What follows belongs to an exercise in optimizing a design on an open flow for small area, a short achievable clock period and few clock cycles per item; a production flow would make more cautious choices.
Only simulation tests tie the RTL to the original design; equivalence was not proved.
Power is estimated from default activity; no workload was simulated.

==> flow/design.v (outline; a module is shown in full before it is edited, if it fits) <==
// module fpmul_s1: 57 lines
// module fpmul_s2: 32 lines
// module lzc32: 28 lines
// module mul24_csa: 1140 lines
// module fpadd_s1: 65 lines
// module fpadd_align: 21 lines
// module fpadd_s2: 41 lines
// module bq_engine: 394 lines
module bq_engine (
    input  wire        clk,
    input  wire        rst,
    input  wire        cmd_valid,
    output wire        cmd_ready,
    input  wire [2:0]  cmd_op,
    input  wire [1:0]  cmd_idx,
    input  wire [2:0]  cmd_sub,
    input  wire [31:0] cmd_data,
    output reg         res_valid,
    output reg  [31:0] res_data
);
  // ...
==> flow/run.sh <==
#!/bin/bash
# synth_recipe.tcl (not shown) runs the flow's synth.tcl, then flattens the netlist and writes it again
# the make line also repeats each setting of config.mk as NAME=value (left out here)
make -C /OpenROAD-flow-scripts/flow DESIGN_CONFIG=/design/flow/config.mk WORK_HOME=/design/flow/orfs CLKGATE_MAP_FILE= SYNTH_SCRIPT=/design/flow/synth_recipe.tcl finish
==> flow/config.mk <==
export PLATFORM = sky130hd
export DESIGN_NAME = bq_engine
export DESIGN_NICKNAME = bq_engine
export VERILOG_FILES = /design/flow/design.v
export SDC_FILE = /design/flow/constraint.sdc
export NUM_CORES = 4
export LEC_CHECK = 0
export CAP_MARGIN = 20
export CELL_PAD_IN_SITES_DETAIL_PLACEMENT = 1
export CELL_PAD_IN_SITES_GLOBAL_PLACEMENT = 1
export CORE_MARGIN = 2
export CORE_UTILIZATION = 40
export SLEW_MARGIN = 20
==> flow/constraint.sdc <==
create_clock -name core_clock -period 22.0 [get_ports {clk}]
set_input_delay 4.4000 -clock core_clock [delete_from_list [all_inputs] [get_ports {clk}]]
set_output_delay 4.4000 -clock core_clock [all_outputs]
set_load 0.01 [all_outputs]
==> results.yml, run 1 <==
power_and_ir_drop:
  power_mw: 11.8
  combPwrFrac: 0.294
cts:
  cts_tree: "done"
  cts_root_buf: "clkbuf_16"
  post_cts.repair.setup_buffers: 0
  cts-resized-gates: 0
global_route:
  use_met3: 0.117
  antenna_found_initial: 48
  grt.met2_usage: 0.604
flow_run:
  max_cap_viol_count: 0
detailed_routing:
  firstDrtPassIters: 8
  first_iter_violations: 14411
  wl_met1_um: 241000
timing:
  slew_headroom: 0.0798
  slew_violations: 0
  fmax_mhz: 117
  worst_pin_slew_ps: 1370
setup_path:
  crit_path_frequent_cell: "ha_1"
synthesis:
  yosys_register_bits: 1980
  ys_seq_area_frac: 0.446
  synth_warnings: 1
  synth_edf_count: 1248
run_status:
  outcome: "finished clean"
final_layout:
  inv_count: 803
floorplan:
  io_pins: 77
  dieArea_um2: 296000
place:
  gp_congestion: 0.990
Testbench counts, summed over its fixed seeds: cycles 27,374, items 4,783.
==> run 2, diff against run 1 <==
--- a/flow/config.mk
+++ b/flow/config.mk
@@ -12,2 +12,4 @@
 export CORE_UTILIZATION = 40
+export CTS_CLUSTER_DIAMETER = 60
+export CTS_CLUSTER_SIZE = 20
 export SLEW_MARGIN = 20
==> results.yml, run 2 <==
run_status:
  outcome: "finished clean"
floorplan:
  rows: 198
  start_util: 0.402
  core_area_um2: 291000
  chipHeight_um: 544
  io_pins: 77
  dieArea_um2: 296000
  fp.dieW_um: 544
final_layout:
  top_register: "g_inst.g_cf.r"
  fin_nets: 12301
  layout_commonest_cell: "edfxtp_1"
  largest_reg_flops: 640
  fin_util: 0.446
  layout_common_cells: "edfxtp_1, nor2_1, inv_1"
  layout-drive-gt1-share: 0.109
  syn_to_final_growth_pct: 11.0
  fillers: 31700
place:
  dp_hpwl_um: 423000
  gp_congestion: 0.990
  portBuffers: 76
min_path:
  min_to: "w_af"
  hold_class: "reg2reg"
  hold_path_depth: 0
  hold_start: "e_af"
timing:
  worst_pin_slew_ps: 1400
  setup_viol: 0
  slew_headroom: 0.0638
  fin_setup_tns_ps: 0
  period_minus_slack_ps: 8490
  hold_viol: 0
  fin_crit_sh: 0.386
  slew_violations: 0
  skew_ps: 178
  fmax_mhz: 118
  grt_setup_unrepaired: "false"
cts:
  cts_root_buf: "clkbuf_16"
  post_cts.repair.setup_buffers: 0
  htree_levels: 4
  cts-resized-gates: 0
  clock_sink_count: 1980
  clock_path_buffers: 4
  clk_latency_ps: 980
  cts_tree: "done"
  cts_hold_buf: 0
  numCtsBuffers: 178
  clk_pin_slew_ps: 80
power_and_ir_drop:
  ir_drop_mv: 0.127
  pwr-share-seq: 0.405
  p_leak_nw: 48.0
  swShare: 0.391
  clock_power_share: 0.295
  p_per_area_nw_per_um2: 88.5
  p_int_mw: 7.00
  combPwrFrac: 0.300
  p_sw_mw: 4.48
detailed_routing:
  first_iter_violations: 14778
  routed-via-count: 104519
  drc: 0
  post_drt_wl_per_cell_um: 39.2
  wl_um: 609000
  firstDrtPassIters: 9
  vias_per_cell: 6.72
  ant_nets: 0
synthesis:
  synth_top_area_frac: 0.321
  synth_edf_count: 1248
  syn-cell-area_um2: 117000
  synth_warnings: 1
  syn_inst: 11569
  yosysTopAreaCell: "edfxtp_1"
  syn-num-nets: 12381
  yosys-top-cells-area: "edfxtp_1, dfxtp_1, fa_1"
  post-synth-top-count-cell: "nor2_1"
  ys_seq_area_frac: 0.446
  yosys_register_bits: 1980
  ys_types: 121
  avgSynthCellArea_um2: 10.1
  postSynth.asyncResetShare: 0
  synth_common_cells: "nor2_1, edfxtp_1, inv_1, nand2_1, dfxtp_1"
  ys.flop_type: "edfxtp_1"
global_route:
  grt_pass1_wl_um: 835000
  antenna_found_initial: 47
  grt_overflow_total: 0
  grt_pass1_vias: 103930
  grt_max_degree: 57
  grt_usage: 0.401
setup_path:
  crit_chain: "ha_1 -> a21oi_2 -> o21ai_1 -> a21boi_1 -> or3_1 -> a2111oi_2 -> nor3_1 -> o311ai_4 -> o221ai_1 -> o32ai_1 -> a211oi_1 -> nor2b_1 -> ha_1 -> inv_1 -> a31oi_1 -> o211ai_1 -> nor4_1 -> nand2_1 -> xnor2_1 -> a2bb2oi_1 -> o21ai_0"
  crit_path_start_kind: "register"
  reg2reg_depth: 21
  critical_path_class: "reg2reg"
  slowest_delay_ps: 870
  crit_path_frequent_cell: "ha_1"
  critical-path-slowest-cell: "a2bb2oi_1"
  cp_max_fo: 13
  required_ps: 22590
  reg2reg_from: "m2_pc[15]"
  timing.reg2reg.setup_slack_ps: 13510
  arrival_ps: 9080
  reg2reg_to: "g_inst[2].r3[18]"
  worstSetupEndpointType: "register"
flow_run:
  max_cap_viol_count: 0
-- run 2: final cells by class --
| type | count | area [um^2] | area share |
|---|---|---|---|
| Sequential cell | 1980 | 52200 | 0.403 |
| Tap cell | 3900 | 4880 | 0.0376 |
| Antenna cell | 15 | 37.5 | 0.000289 |
| Timing Repair Buffer | 446 | 3540 | 0.0273 |
| Inverter | 803 | 3010 | 0.0232 |
| Clock buffer | 194 | 4590 | 0.0354 |
| Multi-Input combinational cell | 8080 | 59800 | 0.461 |
| Clock inverter | 125 | 1570 | 0.0121 |
-- run 2: cells by family after synthesis --
family	synth area share
adder cells (fa/ha/maj)	0.114
buffers and inverters	0.0491
XOR/XNOR	0.0266
AND/OR/NAND/NOR	0.138
AO/OA/AOI/OAI	0.193
multiplexers	0.0324
flip-flops	0.446
-- run 2: how the worst max path moves through the flow --
stage	from	to
after floorplan	s_ar[0]	a2_ml[1]
after global placement	m2_ps[32]	g_inst[0].r1[28]
after detailed placement	m2_pc[15]	g_inst[0].r1[28]
after CTS	m2_pc[15]	g_inst[3].r1[28]
after global routing	m2_pc[16]	g_inst[2].r3[18]
final	m2_pc[15]	g_inst[2].r3[18]
-- run 2: power groups by stage --
stage | clock, mW | sequential (mW) | combinational (mW)
5_1_grt | 3.53 | 4.66 | 3.59
6_report | 3.38 | 4.65 | 3.45
2_1_floorplan | 0 | 4.54 | 1.91
3_5_place_dp | 0 | 4.72 | 3.29
4_1_cts | 3.40 | 4.64 | 3.32
3_3_place_gp | 0 | 4.71 | 3.25
-- run 2: metal layers --
layer	track usage	part of all wire	vias up
met5	0	0.00036	-
met1	0.529	0.40	53903
met3	0.114	0.12	1525
met2	0.602	0.43	6586
li1	-	-	42473
met4	0.195	0.059	32
-- run 2: per-stage QoR --
step           std cells  setup WS, ps  instance area (um^2)  total power, mW  hold slack, ps
2_1_floorplan      11569         15400                117000             6.45             310
3_3_place_gp       15204         13910                123000             7.96             321
3_5_place_dp       15205         13670                123000             8.01             318
4_1_cts            15524         13720                130000             11.4             335
5_1_grt            15531         13220                130000             11.8             345
6_report           15543         13510                130000             11.5             334
-- run 2: worst max-delay path: cells and delay by family (launching register included) --
| kind | cells | cell delay (ps) |
|---|---|---|
| AO/OA/AOI/OAI | 12 | 4910 |
| AND/OR/NAND/NOR | 5 | 1910 |
| adder cells (fa/ha/maj) | 2 | 810 |
| flip-flops | 1 | 310 |
| XOR/XNOR | 1 | 200 |
| buffers and inverters | 1 | 60 |

[what the ideal ports hide]
Ports are ideal in the flow. The routed layouts listed here were re-timed in OpenROAD. Step 1 assumes that a clkbuf_16 drives the clock port and a buf_2 every other input. Step 2, shift: input delay + t, output delay - t, t = (earliest + latest rising clock arrival at the registers) / 2. This alone moves slack from input paths to output paths. Three values: ideal, step 1, step 2; two values: the first two.
| run | t (ns) | setup slack, ns | worst setup path at the end | latest minus earliest clock arrival (ns) | slew at the worst register clock pin (ns) |
|---|---|---|---|---|---|
| run 1 | 0.989 | 13.417 / 13.417 / 13.417 | register to register | 0.155 / 0.155 | 0.07 / 0.07 |
| run 2 | 1.003 | 13.510 / 13.510 / 13.510 | register to register | 0.178 / 0.178 | 0.09 / 0.09 |
After both steps setup and hold are still met in every run listed.
